Background: an optimization exercise with open tools, aiming at small area, a short achievable clock period and few clock cycles per item. Do not read the settings as production practice.
Where RTL was checked, it was by simulation tests only, not by an equivalence proof against the original.

// nru_itoa
module nru_itoa (
    input  wire        clk,
    input  wire        rst_n,       
    input  wire        start,
    input  wire        ptr,         
    input  wire [63:0] value,       
    input  wire [31:0] prec,        
    input  wire [7:0]  flags,       
    output wire        ready,
    output reg         done,
    output wire [9:0]  span_start,
    output wire [9:0]  span_len,
    output reg  [15:0] head,
    output reg  [1:0]  hlen,
    input  wire [8:0]  rd_addr,
    output wire [7:0]  rd_data
);
clock: 6.0 ns
lec_check: 0
abc_clock_period_in_ps: 3500
cap_margin: 20
core_margin: 2
core_utilization: 60
place_density: 0.75
setup_slack_margin: 1
slew_margin: 20
synth_hierarchical: 1
synth_minimum_keep_size: 0
standard.sh (not shown) runs the stock make flow with config.mk's settings and CLKGATE_MAP_FILE= SYNTH_SCRIPT=/design/flow/synth_recipe.tcl, a recipe that flattens the netlist after the stock synthesis.
==> flow/flow/run.sh <==
#!/bin/bash
# The standard layout, with port buffers that timing repair may resize.
set -euo pipefail
bash standard.sh MATCH_CELL_FOOTPRINT=0 'BUFFER_PORTS_ARGS=-buffer_cell sky130_fd_sc_hd__buf_2' finish > flow.log 2>&1
The starting point finished clean.
Testbench counts at the start, summed over its fixed seeds: cycles 13,482, items 4,800.
Next try:
--- a/flow/config.mk
+++ b/flow/config.mk
@@ -11,0 +12 @@
+export GPL_TIMING_DRIVEN = 0
First-iteration DRC count goes up by 18%.
Routed wire length goes up by 7.2%.
Cell count goes up by 1.9%.

========
== beta ==
nru_itoa, a different RTL version from the one above (not shown whole).
Size: roughly 2900 cells after synthesis, roughly 120 flip-flops, about 170 I/O pins.
Settings: LEC_CHECK=0, ABC_CLOCK_PERIOD_IN_PS=3500, CAP_MARGIN=20, CORE_MARGIN=2, CORE_UTILIZATION=40, SETUP_SLACK_MARGIN=1, SLEW_MARGIN=20, SYNTH_HIERARCHICAL=1, SYNTH_MINIMUM_KEEP_SIZE=0; clock period 6.0 ns.
Scripts as last shown in full above: flow/flow/run.sh
## Diff of input files: epsilon against beta
==> flow/run.sh (new file) <==
#!/bin/bash
# synth_recipe.tcl (not shown) runs the flow's synth.tcl, then flattens the netlist and writes it again
# the make line also repeats each setting of config.mk as NAME=value (left out here)
make -C /OpenROAD-flow-scripts/flow DESIGN_CONFIG=/design/flow/config.mk WORK_HOME=/design/flow/orfs CLKGATE_MAP_FILE= SYNTH_SCRIPT=/design/flow/synth_recipe.tcl finish
removed: flow/flow/run.sh
removed: flow/standard.sh
Findings:
- epsilon: no failed stages, no open violations at the end
- Every stage of the flow completed for beta, and the final layout passed the timing, DRC and antenna checks.
- [epsilon] critical path depth rose 2 relative to beta
- Global placer's final weighted congestion sits higher in epsilon than in beta.
- beta was routed with fewer vias than epsilon.
- epsilon -> beta: gate count after technology mapping delta 0, exact match
Function was not checked in any run of this note: the RTL went through the layout flow alone.

========
nru_itoa with an RTL version that a note above also has.
For scale: ~170 I/O pins, roughly 20,000 um^2 of cells after synthesis.
export LEC_CHECK = 0
export ABC_CLOCK_PERIOD_IN_PS = 3500
export CAP_MARGIN = 20
export CORE_MARGIN = 2
export CORE_UTILIZATION = 40
export SETUP_SLACK_MARGIN = 1
export SLEW_MARGIN = 20
export SYNTH_HIERARCHICAL = 1
export SYNTH_MINIMUM_KEEP_SIZE = 0
create_clock -name core_clock -period 6.0 [get_ports {clk}]
==> flow/flow/run.sh <==
#!/bin/bash
# The standard layout, with port buffers that timing repair may resize.
set -euo pipefail
bash standard.sh MATCH_CELL_FOOTPRINT=0 'BUFFER_PORTS_ARGS=-buffer_cell sky130_fd_sc_hd__buf_2' finish > flow.log 2>&1
Testbench counts at the start, summed over its fixed seeds: cycles 13,482, items 4,800.
==> next run, changes <==
ABC_AREA = 1   (was default)
ABC_CLOCK_PERIOD_IN_PS = default   (was 3500)
=> Via count went up by 13%; utilization barely changes; worst setup slack gets better by 35 ps; register-to-register slack gets better by 530 ps; area after synthesis went up by 2.8%; wire length went down by about 4%; design area went up by about 2.5%.

--- another note on this design; it stands on its own ---

==> flow/design.v (excerpt) <==
module nru_itoa (
    input  wire        clk,
    input  wire        rst_n,       
    input  wire        start,
    input  wire        ptr,         
    input  wire [63:0] value,       
    input  wire [31:0] prec,        
    input  wire [7:0]  flags,       
    output wire        ready,
    output reg         done,
    output wire [9:0]  span_start,
    output wire [9:0]  span_len,
    output reg  [15:0] head,
    output reg  [1:0]  hlen,
    input  wire [8:0]  rd_addr,
    output wire [7:0]  rd_data
);
Size: about 130 flip-flops, ~170 I/O pins, about 20,000 µm² of cells after synthesis.
==> flow/config.mk <==
export PLATFORM = sky130hd
export DESIGN_NAME = nru_itoa
export DESIGN_NICKNAME = nru_itoa
export VERILOG_FILES = /design/flow/design.v
export SDC_FILE = /design/flow/constraint.sdc
export NUM_CORES = 4
export LEC_CHECK = 0
export ABC_CLOCK_PERIOD_IN_PS = 2000
export CAP_MARGIN = 20
export CORE_MARGIN = 2
export CORE_UTILIZATION = 40
export SETUP_SLACK_MARGIN = 1.5
export SLEW_MARGIN = 20
export SYNTH_HIERARCHICAL = 1
export SYNTH_MINIMUM_KEEP_SIZE = 0
==> flow/constraint.sdc <==
create_clock -name core_clock -period 6.0 [get_ports {clk}]
set_input_delay 1.2000 -clock core_clock [delete_from_list [all_inputs] [get_ports {clk}]]
set_output_delay 1.2000 -clock core_clock [all_outputs]
set_load 0.01 [all_outputs]
standard.sh (not shown) runs the stock make flow with config.mk's settings and CLKGATE_MAP_FILE= SYNTH_SCRIPT=/design/flow/synth_recipe.tcl, a recipe that flattens the netlist after the stock synthesis.
==> flow/flow/run.sh <==
#!/bin/bash
# The standard layout, with port buffers that timing repair may resize.
set -euo pipefail
bash standard.sh MATCH_CELL_FOOTPRINT=0 'BUFFER_PORTS_ARGS=-buffer_cell sky130_fd_sc_hd__buf_2' finish > flow.log 2>&1
Testbench counts at the start, summed over its fixed seeds: cycles 13,482, items 4,800.
Then changed:
- ABC_CLOCK_PERIOD_IN_PS: 2000 -> 3500
- SETUP_SLACK_MARGIN: 1.5 -> 1.25
The new run produced a clean layout.
Sequential share of layout area rose by 0.98 points.
Sequential cell count is unchanged.
Routed wire length fell by 2.0%.
Clock-buffer cell count came out lower by 3.
Final area is lower by 6.0%.

[port drivers added, routing unchanged]
No port has a modelled driver above. Below, the same layouts with a new extraction and two added sets of constraints.
Step 1: set_driving_cell puts a clkbuf_16 on clk and a buf_2 on each other input, an assumption about the parent block.
Step 2 moves the port delays by t, midway between the first and last clock arrival at a register: inputs arrive t later, outputs are due t later. That takes back most of the time a late clock gives input paths.
Slacks: ideal / step 1 / step 2; pairs: ideal / step 1.
run	t (ns)	setup slack, ns	worst setup path after step 2	slew at the worst register clock pin (ns)	worst slew at a driven data input, ns
the first run of note 1	0.490	1.046 / 1.014 / 0.634	input to register	0.08 / 0.08	0.09
the second run of note 1	0.489	0.967 / 0.990 / 0.501	input to register	0.07 / 0.07	0.10
beta	0.494	1.086 / 1.037 / 0.830	input to register	0.07 / 0.07	0.06
epsilon	0.487	0.909 / 0.866 / 0.690	input to register	0.06 / 0.06	0.06
the first run of note 3	0.510	1.068 / 1.033 / 0.762	input to register	0.07 / 0.07	0.08
the second run of note 3	0.496	1.103 / 1.082 / 0.852	input to register	0.07 / 0.07	0.06
the first run of note 4	0.479	1.362 / 1.197 / 1.107	input to register	0.06 / 0.06	0.18
the second run of note 4	0.497	1.251 / 1.261 / 0.776	input to register	0.07 / 0.07	0.10
After both steps setup and hold are still met in every run listed. The setup slack of the second run of note 4, which loses most, moves by +0.010 ns with the drivers and by -0.475 ns with both steps.
